From an optimization exercise on the open Yosys and OpenROAD flow, aimed at small area; shortcuts taken in it are not production practice.
Only simulation tests tie the RTL to the original design; equivalence was not proved.
The clock port is modelled as an ideal driver; clocking choices that lean on that would not hold on a real chip.
Power figures rest on the tool's default switching activity, not on a simulated workload.

==> run a <==
Design lacap, start of the top module:
module lacap #(
    parameter [31:0] BASE = 32'h5020_0000
) (
    input  wire        clk,
    input  wire        rst,           
    input  wire        bus_valid,
    input  wire        bus_write,
    input  wire [8:0]  bus_addr,      
    input  wire [31:0] bus_wdata,
    output reg         bus_rvalid,
    output reg  [31:0] bus_rdata,
    input  wire [28:0] lines,
    output wire        mem_we,
    output wire [31:0] mem_addr,
    output wire [31:0] mem_wdata
);
==> module lacap_bau, before the edit <==
module lacap_bau (
    input  wire        sel_req,        
    input  wire [5:0]  pin_count,      
    input  wire [18:0] sample_count,   
    input  wire [4:0]  pin,
    input  wire [18:0] sample,
    output wire [19:0] word,           
    output wire [4:0]  offset
);
    wire [18:0] s   = sel_req ? sample_count : sample;
    wire [4:0]  add = sel_req ? 5'd31 : pin;
    wire [5:0]  p   = pin_count;
    wire        one0 = p[0];
    wire        two0 = p[1] & ~p[0];
    wire        neg0 = p[1];
    wire        one1 = p[2] ^ p[1];
    wire        two1 = (p[3] & ~p[2] & ~p[1]) | (~p[3] & p[2] & p[1]);
    wire        neg1 = p[3] & ~(p[2] & p[1]);
    wire        one2 = p[4] ^ p[3];
    wire        two2 = p[5] | (p[4] & p[3]);
    wire [19:0] m0 = ({1'b0, s} & {20{one0}}) | ({s, 1'b0} & {20{two0}});
    wire [19:0] m1 = ({1'b0, s} & {20{one1}}) | ({s, 1'b0} & {20{two1}});
    wire [19:0] m2 = ({1'b0, s} & {20{one2}}) | ({s, 1'b0} & {20{two2}});
    wire [24:0] r0 = {{5{neg0}}, m0 ^ {20{neg0}}};
    wire [24:0] r1 = {{3{neg1}}, m1 ^ {20{neg1}}, 2'b00};
    wire [24:0] r2 = {1'b0, m2, 4'b0000};
    wire [24:0] index = r0 + r1 + r2 + {20'd0, add} + {24'd0, neg0} + {22'd0, neg1, 2'b00};
    assign word   = index[24:5];
    assign offset = index[4:0];
endmodule
Settings: LEC_CHECK=0, CAP_MARGIN=20, CORE_MARGIN=2, CORE_UTILIZATION=65, SLEW_MARGIN=20; clock period 12.0 ns.
standard.sh (not shown) runs the stock make flow with config.mk's settings and CLKGATE_MAP_FILE= SYNTH_SCRIPT=/design/flow/synth_recipe.tcl, a recipe that flattens the netlist after the stock synthesis.
==> flow/flow/run.sh <==
#!/bin/bash
# Layout flow: the standard ORFS flow (standard synthesis, floorplan,
# tap cells and power grid unchanged), with three changes:
#  - ports are buffered with sky130_fd_sc_hd__buf_1 instead of the larger
#    cell buffer_ports picks by default (every port still gets a buffer);
#  - clock tree synthesis uses clkbuf_8 with sink clusters of at most 15
#    flip-flops, and inserts no dummy loads;
#  - after clock tree synthesis, gates off the critical paths are sized
#    down (repair_timing -recover_power, flow/recover.tcl).
# Each tool's full output goes to ORFS's own logs (orfs/logs) and the make
# output to flow_make.log in the work folder.
set -euo pipefail
cd "$(dirname "${BASH_SOURCE[0]}")/.."
export BUFFER_PORTS_ARGS="-buffer_cell sky130_fd_sc_hd__buf_1"
export CTS_ARGS="-sink_clustering_enable -repair_clock_nets -dont_use_dummy_load -buf_list sky130_fd_sc_hd__clkbuf_8 -sink_clustering_size 15 -sink_clustering_max_diameter 80"
export POST_CTS_TCL="$PWD/flow/recover.tcl"
bash standard.sh > flow_make.log 2>&1
==> flow/flow/recover.tcl <==
# Sourced at the end of ORFS's cts step (POST_CTS_TCL): size down gates
# that have timing slack to spare, then legalize the placement again.
estimate_parasitics -placement
report_design_area
repair_timing -recover_power 100 -verbose
detailed_placement
check_placement -verbose
estimate_parasitics -placement
report_worst_slack
report_design_area
==> run b (differences from run a) <==
--- a/flow/design.v
+++ b/flow/design.v
@@ -56,18 +56,32 @@
     input  wire [4:0]  isr_count,      
     output wire        will_push,
     output wire [31:0] push_word,
     output wire [31:0] new_bits,       
     output wire [30:0] isr_load,       
     output wire [4:0]  isr_count_next
 );
-    wire [5:0] total = {1'b0, isr_count} + {(count_field == 5'd0), count_field};
+    wire [5:0] n = {(count_field == 5'd0), count_field};
+    reg  [5:0] total;
+    reg  [4:0] e;              
+    reg        c, b;
+    integer i;
+    always @(*) begin
+        c = 1'b0;
+        b = 1'b1;
+        for (i = 0; i < 5; i = i + 1) begin
+            total[i] = isr_count[i] ^ n[i] ^ c;
+            c = (isr_count[i] & n[i]) | (c & (isr_count[i] ^ n[i]));
+            e[i] = isr_count[i] ^ ~in_base[i] ^ b;
+            b = (isr_count[i] & ~in_base[i]) | (b & (isr_count[i] ^ ~in_base[i]));
+        end
+        total[5] = n[5] ^ c;
+    end
     assign will_push      = total[5];
     assign isr_count_next = total[4:0];
-    wire [4:0]  e  = isr_count - in_base;
     wire [31:0] r0 = {3'b000, lines & (~29'd0 << in_base)};
     wire [31:0] r1 = e[0] ? {r0[30:0], r0[31]}    : r0;
     wire [31:0] r2 = e[1] ? {r1[29:0], r1[31:30]} : r1;
     wire [31:0] r3 = e[2] ? {r2[27:0], r2[31:28]} : r2;
     wire [31:0] r4 = e[3] ? {r3[23:0], r3[31:24]} : r3;
     wire [31:0] r5 = e[4] ? {r4[15:0], r4[31:16]} : r4;
     assign new_bits = r5;
@@ -96,16 +110,30 @@
     wire        one2 = p[4] ^ p[3];
     wire        two2 = p[5] | (p[4] & p[3]);
     wire [19:0] m0 = ({1'b0, s} & {20{one0}}) | ({s, 1'b0} & {20{two0}});
     wire [19:0] m1 = ({1'b0, s} & {20{one1}}) | ({s, 1'b0} & {20{two1}});
     wire [19:0] m2 = ({1'b0, s} & {20{one2}}) | ({s, 1'b0} & {20{two2}});
     wire [24:0] r0 = {{5{neg0}}, m0 ^ {20{neg0}}};
     wire [24:0] r1 = {{3{neg1}}, m1 ^ {20{neg1}}, 2'b00};
-    wire [24:0] r2 = {1'b0, m2, 4'b0000};
-    wire [24:0] index = r0 + r1 + r2 + {20'd0, add} + {24'd0, neg0} + {22'd0, neg1, 2'b00};
+    wire [24:0] r2 = {1'b0, m2, 1'b0, neg1, 1'b0, neg0};
+    wire [24:0] x  = {20'd0, add};
+    wire [24:0] s1 = r0 ^ r1 ^ r2;
+    wire [24:0] c1 = {(r0[23:0] & r1[23:0]) | (r0[23:0] & r2[23:0]) | (r1[23:0] & r2[23:0]), 1'b0};
+    wire [24:0] s2 = s1 ^ c1 ^ x;
+    wire [24:0] c2 = {(s1[23:0] & c1[23:0]) | (s1[23:0] & x[23:0]) | (c1[23:0] & x[23:0]), 1'b0};
+    reg  [24:0] index;
+    reg         cy;
+    integer i;
+    always @(*) begin
+        cy = 1'b0;
+        for (i = 0; i < 25; i = i + 1) begin
+            index[i] = s2[i] ^ c2[i] ^ cy;
+            cy = (s2[i] & c2[i]) | (cy & (s2[i] ^ c2[i]));
+        end
+    end
     assign word   = index[24:5];
     assign offset = index[4:0];
 endmodule
 module lacap #(
     parameter [31:0] BASE = 32'h5020_0000
 ) (
     input  wire        clk,
@@ -144,14 +172,41 @@
     localparam R_GEO_PC       = 7'd80;
     localparam R_GEO_SC       = 7'd81;
     localparam R_BAU_PIN      = 7'd82;
     localparam R_BAU_SAMPLE   = 7'd83;
     localparam R_BAU_REQ      = 7'd84;
     localparam R_BAU_WORD     = 7'd85;
     localparam R_BAU_OFFSET   = 7'd86;
+    function [32:0] radd;    
+        input [31:0] a;
+        input [31:0] b;
+        input        cin;
+        integer i;
+        reg c;
+        begin
+            c = cin;
+            for (i = 0; i < 32; i = i + 1) begin
+                radd[i] = a[i] ^ b[i] ^ c;
+                c = (a[i] & b[i]) | (c & (a[i] ^ b[i]));
+            end
+            radd[32] = c;
+        end
+    endfunction
+    function rgt;
+        input [31:0] a;
+        input [31:0] b;
+        integer i;
+        reg g;
+        begin
+            g = 1'b0;
+            for (i = 0; i < 32; i = i + 1)
+                g = (a[i] & ~b[i]) | (~(a[i] ^ b[i]) & g);
+            rgt = g;
+        end
+    endfunction
     reg         slot_out;          
     reg  [4:0]  su_pc;
     reg  [4:0]  wrap_bottom;
     reg  [4:0]  wrap_top;
     reg         su_en;
     reg  [4:0]  in_base;
     reg  [15:0] clkdiv_int;
@@ -187,54 +242,56 @@
                            (widx >= R_GEO_PC && widx <= R_BAU_OFFSET));
     wire        hw = bus_valid &&  bus_write;
     wire        hr = bus_valid && !bus_write;
     wire [31:0] v  = bus_wdata;
     wire        hwa = hw && aligned;
     wire        hi0 = (v[31:16] == 16'd0);
     wire        v_in   = (v[15:5] == 11'b010_00000_000);
-    wire        v_wait = (v[15:8] == 8'b001_00000) && (v[6:5] == 2'd0) && (v[4:0] <= 5'd28);
+    wire        v_wait = (v[15:8] == 8'b001_00000) && (v[6:5] == 2'd0) && !rgt({27'd0, v[4:0]}, 32'd28);
     wire        v_ok   = v_in || v_wait;
     reg         w_seq;
     reg         w_bad;
     always @(*) begin
         w_seq = 1'b0;
         w_bad = 1'b0;
         case (widx)
             R_SU_CTRL:      w_bad = (v[31:3] != 29'd0);
             R_SU_CLKDIV:    begin w_seq = su_en; w_bad = (v[7:0] != 8'd0) || (v[31:16] == 16'd0); end
-            R_SU_PINCTRL:   begin w_seq = su_en; w_bad = (v > 32'd28); end
+            R_SU_PINCTRL:   begin w_seq = su_en; w_bad = rgt(v, 32'd28); end
             R_SU_SHIFTCTRL: begin w_seq = su_en; w_bad = (v != 32'd3); end
             R_SU_WRAP:      begin w_seq = su_en;
-                                  w_bad = (v[31:13] != 19'd0) || (v[7:5] != 3'd0) || (v[4:0] > v[12:8]); end
-            R_SU_PC:        begin w_seq = su_en; w_bad = (v > 32'd31); end
+                                  w_bad = (v[31:13] != 19'd0) || (v[7:5] != 3'd0) || rgt({27'd0, v[4:0]}, {27'd0, v[12:8]}); end
+            R_SU_PC:        begin w_seq = su_en; w_bad = rgt(v, 32'd31); end
             R_SU_INSTR:     begin w_seq = su_en; w_bad = !hi0; end
             R_LA_ERR:       w_bad = !hi0;
             R_TE_READ:      begin w_seq = te_busy; w_bad = (v != RXQ_ADDR); end
             R_TE_WRITE:     begin w_seq = te_busy; w_bad = (v[1:0] != 2'b00); end
             R_TE_COUNT:     w_seq = te_busy;
             R_TE_CTRL:      begin
                                 w_bad = (v[31:1] != 31'h1A);
                                 w_seq = te_busy || (!w_bad && v[0] && !te_rd_ok);
                             end
-            R_GEO_PC:       w_bad = (v == 32'd0) || (v > 32'd32);
-            R_GEO_SC:       w_bad = (v > 32'd500000);
-            R_BAU_PIN:      w_bad = (v > 32'd31);
-            R_BAU_SAMPLE:   w_bad = (v > 32'd524287);
+            R_GEO_PC:       w_bad = (v == 32'd0) || rgt(v, 32'd32);
+            R_GEO_SC:       w_bad = rgt(v, 32'd500000);
+            R_BAU_PIN:      w_bad = rgt(v, 32'd31);
+            R_BAU_SAMPLE:   w_bad = rgt(v, 32'd524287);
             default:        if (is_imem) begin w_seq = su_en; w_bad = !hi0; end
         endcase
     end
     wire w_ok = hwa && !w_seq && !w_bad;    
     wire rd_rxq   = hr && aligned && (widx == R_SU_RXQ);
     wire host_pop = rd_rxq && !rxq_empty;
     wire rd_claim = hr && aligned && (widx == R_SLOT_CLAIM);
     wire wr_rel   = hwa && (widx == R_SLOT_RELEASE);
     wire rel_ok   = slot_out && (v == 32'd0);
     wire [23:0] div256   = {clkdiv_int, clkdiv_frac};
-    wire [24:0] phase_up = {1'b0, phase[23:8] + 17'd1, phase[7:0]};
-    wire [25:0] phase_dn = {1'b0, phase_up} - {2'b00, div256};
+    wire [32:0] ph_inc   = radd({16'd0, phase[23:8]}, 32'd0, 1'b1);
+    wire [24:0] phase_up = {ph_inc[16:0], phase[7:0]};
+    wire [32:0] ph_sub   = radd({7'd0, phase_up}, ~{8'd0, div256}, 1'b1);
+    wire [25:0] phase_dn = ph_sub[25:0];
     wire        su_run   = su_en && !su_fault;
     wire        tick     = su_run && !phase_dn[25];
     wire        rd_instr = (widx == R_SU_INSTR);
     wire [15:0] fetched;
     wire        fetched_ok;
     wire [15:0] hr_imem;
     lacap_imem u_imem (
@@ -271,14 +328,15 @@
         .isr_count      (isr_count),
         .will_push      (in_push),
         .push_word      (in_word),
         .new_bits       (in_bits),
         .isr_load       (in_load),
         .isr_count_next (in_count)
     );
+    wire [32:0] pc_inc = radd({27'd0, su_pc}, 32'd0, 1'b1);
     wire in_stall   = in_push && rxq_full;
     wire t_complete = tick && ((is_in && !in_stall) || (is_wait && wait_ok));
     wire t_stall    = tick && ((is_in && in_stall) || (is_wait && !wait_ok));
     wire t_illegal  = tick && !i_ok;
     wire su_push    = t_complete && is_in && in_push;
     wire te_step = te_busy && !rxq_empty && !rd_rxq;
     assign mem_we    = te_step;
@@ -383,15 +441,15 @@
             if (t_complete) begin
                 stalled <= 1'b0;
                 if (inj_valid)
                     inj_valid <= 1'b0;
                 else if (su_pc == wrap_top)
                     su_pc <= wrap_bottom;
                 else
-                    su_pc <= su_pc + 5'd1;
+                    su_pc <= pc_inc[4:0];
                 if (is_in)
                     isr_count <= in_count;
             end
             if (t_stall)
                 stalled <= 1'b1;
             if (t_illegal)
                 su_fault <= 1'b1;
@@ -439,30 +497,33 @@
             if (t_illegal)                        err_ill <= 1'b1;
             if ((bus_valid && !mapped) || (hw && mapped && !w_seq && w_bad))
                                                   err_res <= 1'b1;
             if (rd_rxq && rxq_empty)              err_emp <= 1'b1;
             if (hw && mapped && w_seq)            err_seq <= 1'b1;
         end
     end
+    wire [32:0] te_waddr_inc = radd({2'b00, te_waddr}, 32'd0, 1'b1);
+    wire [32:0] te_count_dec = radd(te_count, ~32'd0, 1'b0);
+    wire [32:0] te_done_inc  = radd(te_done, 32'd0, 1'b1);
     always @(posedge clk) begin
         if (rst) begin
             te_rd_ok         <= 1'b0;
             te_waddr         <= 30'd0;
             te_count         <= 32'd0;
             te_done          <= 32'd0;
             te_busy          <= 1'b0;
             geo_pin_count    <= 6'd1;
             geo_sample_count <= 19'd0;
             bau_pin          <= 5'd0;
             bau_sample       <= 19'd0;
         end else begin
             if (te_step) begin
-                te_waddr <= te_waddr + 30'd1;
-                te_count <= te_count - 32'd1;
-                te_done  <= te_done + 32'd1;
+                te_waddr <= te_waddr_inc[29:0];
+                te_count <= te_count_dec[31:0];
+                te_done  <= te_done_inc[31:0];
                 if (te_count == 32'd1)
                     te_busy <= 1'b0;
             end
             if (w_ok && widx == R_TE_READ)
                 te_rd_ok <= 1'b1;
             if (w_ok && widx == R_TE_WRITE)
                 te_waddr <= v[31:2];
==> flow/flow/run.sh (replaced) <==
#!/bin/bash
# Layout flow: the standard ORFS flow (standard synthesis, floorplan,
# tap cells and power grid unchanged), with two changes:
#  - ports are buffered with sky130_fd_sc_hd__buf_1 instead of the larger
#    cell buffer_ports picks by default (every port still gets a buffer);
#  - clock tree synthesis uses clkbuf_8 with sink clusters of at most 15
#    flip-flops, and inserts no dummy loads.
# Each tool's full output goes to ORFS's own logs (orfs/logs) and the make
# output to flow_make.log in the work folder.
set -euo pipefail
cd "$(dirname "${BASH_SOURCE[0]}")/.."
export BUFFER_PORTS_ARGS="-buffer_cell sky130_fd_sc_hd__buf_1"
export CTS_ARGS="-sink_clustering_enable -repair_clock_nets -dont_use_dummy_load -buf_list sky130_fd_sc_hd__clkbuf_8 -sink_clustering_size 15 -sink_clustering_max_diameter 80"
bash standard.sh > flow_make.log 2>&1
CORE_UTILIZATION = 72   (was 65)
removed: flow/flow/recover.tcl
==> run c (differences from run a) <==
--- a/flow/design.v
+++ b/flow/design.v
@@ -82,30 +82,15 @@
     input  wire [4:0]  pin,
     input  wire [18:0] sample,
     output wire [19:0] word,           
     output wire [4:0]  offset
 );
     wire [18:0] s   = sel_req ? sample_count : sample;
     wire [4:0]  add = sel_req ? 5'd31 : pin;
-    wire [5:0]  p   = pin_count;
-    wire        one0 = p[0];
-    wire        two0 = p[1] & ~p[0];
-    wire        neg0 = p[1];
-    wire        one1 = p[2] ^ p[1];
-    wire        two1 = (p[3] & ~p[2] & ~p[1]) | (~p[3] & p[2] & p[1]);
-    wire        neg1 = p[3] & ~(p[2] & p[1]);
-    wire        one2 = p[4] ^ p[3];
-    wire        two2 = p[5] | (p[4] & p[3]);
-    wire [19:0] m0 = ({1'b0, s} & {20{one0}}) | ({s, 1'b0} & {20{two0}});
-    wire [19:0] m1 = ({1'b0, s} & {20{one1}}) | ({s, 1'b0} & {20{two1}});
-    wire [19:0] m2 = ({1'b0, s} & {20{one2}}) | ({s, 1'b0} & {20{two2}});
-    wire [24:0] r0 = {{5{neg0}}, m0 ^ {20{neg0}}};
-    wire [24:0] r1 = {{3{neg1}}, m1 ^ {20{neg1}}, 2'b00};
-    wire [24:0] r2 = {1'b0, m2, 4'b0000};
-    wire [24:0] index = r0 + r1 + r2 + {20'd0, add} + {24'd0, neg0} + {22'd0, neg1, 2'b00};
+    wire [24:0] index = pin_count * s + add;
     assign word   = index[24:5];
     assign offset = index[4:0];
 endmodule
 module lacap #(
     parameter [31:0] BASE = 32'h5020_0000
 ) (
     input  wire        clk,
==> flow/run.sh (new file) <==
#!/bin/bash
# synth_recipe.tcl (not shown) runs the flow's synth.tcl, then flattens the netlist and writes it again
# the make line also repeats each setting of config.mk as NAME=value (left out here)
make -C /OpenROAD-flow-scripts/flow DESIGN_CONFIG=/design/flow/config.mk WORK_HOME=/design/flow/orfs CLKGATE_MAP_FILE= SYNTH_SCRIPT=/design/flow/synth_recipe.tcl finish
CTS_BUF_LIST = sky130_fd_sc_hd__clkbuf_8   (was not set)
CTS_CLUSTER_DIAMETER = 80   (was not set)
CTS_CLUSTER_SIZE = 12   (was not set)
removed: flow/flow/run.sh
removed: flow/flow/recover.tcl
removed: flow/standard.sh
==> notes <==
- Combinational power, lowest first: run c, run b, run a.
- Non-clock buffer count: run b is higher than run c (11).
- Run c ran to the end with no violations. Run a finished clean. Run b finished with timing, DRC and antenna clean.
- The lowest worst hold slack belongs to run a, the highest to run b.
- In run c the power is larger than in run b, by about 4.5%.
- Against run b, the clock power of run c is higher by about 17%.
- Maximum frequency, lowest first: run b, run a, run c.
- The highest count of clock-buffer cells in the layout belongs to run c, the lowest to run b.
- Sequential cell count is the same in run c and run b.
- Via count, highest first: run a, run c, run b.

[re-timing with driven ports]
Ports are ideal in the flow. The routed layouts listed here were re-timed in OpenROAD.
Step 1, drivers: a clkbuf_16 drives clk and a buf_2 each remaining input, both assumed.
Step 2 also shifts input and output timing later by t, the mid clock arrival at the registers, as if the neighbouring blocks saw the same clock.
Three values: ideal, step 1, step 2; two values: the first two.
run | t, ns | setup WS [ns] | hold slack, ns | clock arrival spread, ns | pins driven straight from the clock port
run a | 0.775 | 2.371 / 2.358 / 1.582 | 0.452 / 0.452 / 0.452 | 0.135 / 0.135 | 1
run b | 0.804 | 0.420 / 0.466 / -0.338 | 0.467 / 0.467 / 0.467 | 0.107 / 0.106 | 1
run c | 0.874 | 2.907 / 2.952 / 2.078 | 0.460 / 0.460 / 0.460 | 0.070 / 0.070 | 1
With both steps, setup timing fails in run b, where it was met with ideal ports. The setup slack of run c, which loses most, moves by +0.045 ns with the drivers and by -0.829 ns with both steps.
